What follows belongs to an exercise in optimizing a design on an open flow for small area, a short achievable clock period and few clock cycles; a production flow would make more cautious choices. Function was checked by simulation only, so behaviour that the tests miss may differ from the original. No activity file was given, so power comes from the tool's default toggle rates.

==> run a <==
## m402_decoder
module m402_decoder (
    input  wire        clk,
    input  wire        rst,
    input  wire        in_valid,
    output wire        in_ready,
    input  wire        in_pvalid,
    input  wire [6:0]  in_plen,
    input  wire [87:0] in_payload,
    input  wire [15:0] in_addr,
    output reg         out_valid,
    output reg  [3:0]  out_result,
    output reg         out_vld,
    output reg  [31:0] out_value
);
Settings: LEC_CHECK=0, CAP_MARGIN=20, CORE_MARGIN=2, CORE_UTILIZATION=40, CTS_BUF_LIST=sky130_fd_sc_hd__clkbuf_16, CTS_CLUSTER_DIAMETER=80, CTS_CLUSTER_SIZE=16, PLACE_DENSITY=0.6, SETUP_SLACK_MARGIN=5, SLEW_MARGIN=20; clock period 10.0 ns.
run.sh (not shown) runs the stock make flow with config.mk's settings and CLKGATE_MAP_FILE= SYNTH_SCRIPT=/design/flow/synth_recipe.tcl, a recipe that flattens the netlist after the stock synthesis.
==> run b (differences from run a) <==
CAP_MARGIN = 10   (was 20)
CTS_BUF_LIST = not set   (was sky130_fd_sc_hd__clkbuf_16)
CTS_CLUSTER_DIAMETER = not set   (was 80)
CTS_CLUSTER_SIZE = not set   (was 16)
SLEW_MARGIN = 10   (was 20)
==> qor summary <==
quantity	run a	run b
Number of nets in the layout	7,316	7,340
Non-filler cells in the finished layout	8,626	8,681
Routed wire per std cell	30.6 microns	30.5 microns
Number of H-tree levels	2	3
Peak supply drop	441 uV	456 uV
Time the final worst path needs with I/O delays and setup	4.97 ns	4.87 ns
Power drawn by the sequential cells	5.35 mW	5.36 mW
Cell Int Power	13.6 mW	14.3 mW
Via count of the first global-routing pass	53,900	54,000
R2R Setup Slk	5.03 ns	5.13 ns
DP HPWL	183,000 microns	182,000 microns
Area growth, synth to finish	8.15%	9.85%
GRT met1 Usage	44.1%	44.3%
Multi-input combinational area share	61.0%	60.0%
Proportion of layout cells with a drive suffix above 1	6.62%	7.41%
Clock skew	0.0796 ns	0.0678 ns
Insertion delay of the later-clocked pin in the worst-skew pair	0.71 ns	0.72 ns
Result of the run	complete, no violations	complete, no violations
Testbench counts of run a, summed over its fixed seeds: cycles 2,534.
Testbench counts of run b, summed over its fixed seeds: cycles 2,534.

========
==> quartz: inputs <==
Another version of the RTL of m402_decoder (not shown whole).
==> flow/config.mk <==
export PLATFORM = sky130hd
export DESIGN_NAME = m402_decoder
export DESIGN_NICKNAME = m402_decoder
export VERILOG_FILES = /design/flow/design.v
export SDC_FILE = /design/flow/constraint.sdc
export NUM_CORES = 4
export LEC_CHECK = 0
export CAP_MARGIN = 20
export CORE_MARGIN = 2
export CORE_UTILIZATION = 40
export PLACE_DENSITY = 0.6
export SETUP_SLACK_MARGIN = 5
export SLEW_MARGIN = 20
==> flow/constraint.sdc <==
create_clock -name core_clock -period 10.0 [get_ports {clk}]
set_input_delay 2.0000 -clock core_clock [delete_from_list [all_inputs] [get_ports {clk}]]
set_output_delay 2.0000 -clock core_clock [all_outputs]
set_load 0.01 [all_outputs]
==> inputs of indigo, as changes to quartz <==
--- a/flow/design.v
+++ b/flow/design.v
@@ -33,39 +33,36 @@
                 (p2 != in_addr[15:8]) || (p3 != in_addr[7:0]);
     wire mal2 = (pn > 8'd4);
     wire mal3 = ({1'b0, in_plen} < 8'd7 + pn);
     wire [2:0]  n  = pn[2:0];
     wire [31:0] xl = {(n >= 3'd1) ? m0 : 8'd0, (n >= 3'd2) ? m1 : 8'd0,
                       (n >= 3'd3) ? m2 : 8'd0, (n >= 3'd4) ? m3 : 8'd0};
-    wire        y3 = (xl[31:24] == 8'd0);
-    wire        y2 = (xl[23:16] == 8'd0);
-    wire        y1 = (xl[15:8] == 8'd0);
-    wire [1:0]  lzy = !y3 ? 2'd0 : !y2 ? 2'd1 : !y1 ? 2'd2 : 2'd3;
-    wire [31:0] xb = (lzy == 2'd0) ? xl : (lzy == 2'd1) ? {xl[23:0], 8'd0} :
-                     (lzy == 2'd2) ? {xl[15:0], 16'd0} : {xl[7:0], 24'd0};
     reg         a_valid, a_hdr, a_mal, a_sign, a_kinf, a_kzero;
-    reg  [31:0] a_xb;
+    reg  [31:0] a_xl;
     reg  [6:0]  a_k;
-    reg  [1:0]  a_lzy;
+    reg  [1:0]  a_nsh;
     assign in_ready = !(stall || b_rp);
     always @(posedge clk) begin
         if (rst) begin
             a_valid <= 1'b0;
         end else if (!(stall || b_rp)) begin
             a_valid <= in_valid;
             a_hdr   <= !mal1 && hdr;
             a_mal   <= mal1 || (!hdr && (mal2 || mal3));
             a_sign  <= siex[7];
             a_kinf  <= !siex[6] && (siex[5:0] >= 6'd39);    
             a_kzero <=  siex[6] && (siex[5:0] >= 6'd55);    
-            a_xb    <= xb;
+            a_xl    <= xl;
             a_k     <= siex[6:0];
-            a_lzy   <= lzy - n[1:0];                        
+            a_nsh   <= 2'd0 - n[1:0];                       
         end
     end
-    wire [31:0] s2 = a_xb;
+    wire        z4 = (a_xl[31:16] == 16'd0);
+    wire [31:0] s1 = z4 ? {a_xl[15:0], 16'd0} : a_xl;
+    wire        z3 = (s1[31:24] == 8'd0);
+    wire [31:0] s2 = z3 ? {s1[23:0], 8'd0} : s1;
     wire        z2 = (s2[31:28] == 4'd0);
     wire [31:0] s3 = z2 ? {s2[27:0], 4'd0} : s2;
     wire        z1 = (s3[31:30] == 2'd0);
     wire [31:0] s4 = z1 ? {s3[29:0], 2'd0} : s3;
     wire        z0 = !s4[31];
     wire [31:0] xn = z0 ? {s4[30:0], 1'b0} : s4;
@@ -142,13 +139,12 @@
     reg         b_valid, b_spec, b_hdr, b_mal, b_inf, b_sign;
     reg  [31:0] b_c;
     reg  [33:0] b_c3;
     reg  [10:0] b_s1, b_s2, b_s3, b_s4, b_neg;
     reg  [6:0]  b_k;
     reg  [4:0]  b_lz;
-    reg  [9:0]  b_ek;
     always @(posedge clk) begin
         if (rst) begin
             b_valid <= 1'b0;
             b_rp    <= 1'b0;
         end else if (stall) begin
             b_valid <= 1'b0;
@@ -165,29 +161,28 @@
             b_c3    <= {2'b0, m_c} + {1'b0, m_c, 1'b0};
             b_s1    <= m_s1;
             b_s2    <= m_s2;
             b_s3    <= m_s3;
             b_s4    <= m_s4;
             b_neg   <= m_neg;
-        end else begin
+        end else if (!b_rp) begin
+            b_spec  <= a_hdr || a_mal || xz || a_kinf || a_kzero;
+            b_hdr   <= a_hdr;
+            b_mal   <= a_mal;
+            b_inf   <= a_kinf && !xz;
+            b_sign  <= a_sign;
             b_c     <= chi;
             b_c3    <= chi3;
             b_s1    <= bh_s1;
             b_s2    <= bh_s2;
             b_s3    <= bh_s3;
             b_s4    <= bh_s4;
             b_neg   <= bh_neg;
+            b_k     <= a_k;
+            b_lz    <= {z4, z3, z2, z1, z0} + {a_nsh, 3'd0};    
         end
-        b_spec  <= a_hdr || a_mal || xz || a_kinf || a_kzero;
-        b_hdr   <= a_hdr;
-        b_mal   <= a_mal;
-        b_inf   <= a_kinf && !xz;
-        b_sign  <= a_sign;
-        b_k     <= a_k;
-        b_lz    <= {a_lzy, z2, z1, z0};    
-        b_ek    <= TAB_E[a_k * 10 +: 10];
     end
     reg         m_valid, m_chk, m_rp;
     reg         m_spec, m_hdr, m_mal, m_inf, m_sign, m_cexact;
     reg  [31:0] m_c;
     reg  [10:0] m_s1, m_s2, m_s3, m_s4, m_neg;
     reg  [63:0] m_r0, m_r1;
@@ -905,13 +900,13 @@
     wire mt_s339 = mt_pp[10][33] ^ 1'b1;
     wire mt_c339 = mt_pp[10][33] & 1'b1;
     assign rows_r0 = {mt_s339, mt_s338, mt_s337, mt_s336, mt_s335, mt_s334, mt_s333, mt_s332, mt_s331, mt_s330, mt_s329, mt_s328, mt_s327, mt_s326, mt_s325, mt_s324, mt_s323, mt_s322, mt_s321, mt_s320, mt_s319, mt_s318, mt_s317, mt_s316, mt_s315, mt_s314, mt_s313, mt_s312, mt_s311, mt_s310, mt_s309, mt_s308, mt_s307, mt_s306, mt_s305, mt_s304, mt_s303, mt_s302, mt_s301, mt_s300, mt_s299, mt_s298, mt_s297, mt_s296, mt_s295, mt_s294, mt_s293, mt_s292, mt_s291, mt_s290, mt_s289, mt_s288, mt_s287, mt_s286, mt_s285, mt_s284, mt_s283, mt_s282, mt_s281, mt_s280, mneg[1], mt_pp[0][2], mt_pp[0][1], mt_pp[0][0]};
     assign rows_r1 = {mt_c338, mt_c337, mt_c336, mt_c335, mt_c334, mt_c333, mt_c332, mt_c331, mt_c330, mt_c329, mt_c328, mt_c327, mt_c326, mt_c325, mt_c324, mt_c323, mt_c322, mt_c321, mt_c320, mt_c319, mt_c318, mt_c317, mt_c316, mt_c315, mt_c314, mt_c313, mt_c312, mt_c311, mt_c310, mt_c309, mt_c308, mt_c307, mt_c306, mt_c305, mt_c304, mt_c303, mt_c302, mt_c301, mt_c300, mt_c299, mt_c298, mt_c297, mt_c296, mt_c295, mt_c294, mt_c293, mt_c292, mt_c291, mt_c290, mt_c289, mt_c288, mt_c287, mt_c286, mt_c285, mt_c284, mt_c283, mt_c282, mt_c281, mt_c280, mt_c279, mt_s279, 1'b0, 1'b0, mneg[0]};
     wire [31:0] clo  = TAB_LO[{b_k, 5'd0} +: 32];
     wire       b_cexact = b_k[6] ? (b_k[5:0] == 6'd0) : (b_k[5:0] <= 6'd13);
-    wire [9:0] b_ebase  = b_ek - {5'd0, b_lz};
+    wire [9:0] b_ebase  = TAB_E[b_k * 10 +: 10] - {5'd0, b_lz};
     always @(posedge clk) begin
         if (rst) begin
             m_valid <= 1'b0;
             m_chk   <= 1'b0;
             m_rp    <= 1'b0;
         end else begin
@@ -999,15 +994,15 @@
             c_sign   <= m_sign;
             c_cexact <= m_cexact;
             c_ebase  <= m_ebase;
             c_subx   <= n_subx;
             c_osub   <= n_osub;
         end
-        c_s2 <= prod[63:32];
         if (m_rp) begin
             c_p2     <= 1'b1;
+            c_s2     <= prod[63:32];
         end else if (c_frm_e || c_frm_n) begin
             c_p2     <= 1'b0;
         end
         if (e_frm_n) begin
             e_p      <= prod;
             e_spec   <= m_spec;
==> notes <==
indigo completed without violations. quartz produced a clean layout.
Between quartz and indigo, the lower combinational power is in indigo (gap 12%, measured against indigo).
Of indigo and quartz, indigo has the higher worst hold slack (gap 0.012 ns).
Between quartz and indigo, the lower clock skew is in quartz (gap 0.023 ns).
Of quartz and indigo, quartz has the higher sequential power (gap about 3%, measured against indigo).
Between quartz and indigo, the lower sequential share of layout area is in quartz (gap 1.3 points).
Of indigo and quartz, quartz has the higher global-route usage (gap 0.76 points).
Of indigo and quartz, indigo has the higher non-clock buffer count (gap 23).
Between indigo and quartz, the lower die area is in quartz (gap about 3.3%, measured against quartz).
Testbench counts of quartz, summed over its fixed seeds: cycles 2,534.
Testbench counts of indigo, summed over its fixed seeds: cycles 2,534.

port drivers added, routing unchanged:
In the flow no input, the clock included, has a driving cell. The finished layouts below were timed again as built, in two steps.
Step 1: set_driving_cell puts a clkbuf_16 on clk and a buf_2 on each other input, an assumption about the parent block.
Step 2 times the ports against the registers' clock, not the clock port: input delays grow and output delays shrink by t, the midpoint of the rising clock arrivals with the driver on.
Slacks: ideal ports / drivers / drivers and shift; pairs: ideal ports / drivers.
| run | t (ns) | slack for setup (ns) | hold WS [ns] | clock arrival spread, ns |
|---|---|---|---|---|
| run a | 0.760 | 5.028 / 5.028 / 4.695 | 0.328 / 0.328 / 0.328 | 0.081 / 0.081 |
| run b | 0.769 | 5.133 / 5.108 / 4.663 | 0.332 / 0.332 / 0.332 | 0.068 / 0.068 |
| quartz | 0.760 | 4.840 / 4.840 / 4.840 | 0.327 / 0.327 / 0.327 | 0.040 / 0.040 |
| indigo | 0.780 | 5.114 / 5.103 / 4.891 | 0.339 / 0.339 / 0.339 | 0.065 / 0.065 |
After both steps setup and hold are still met in every run listed. For run b, which loses most, drivers alone change the setup slack by -0.025 ns; drivers and shift together by -0.470 ns.
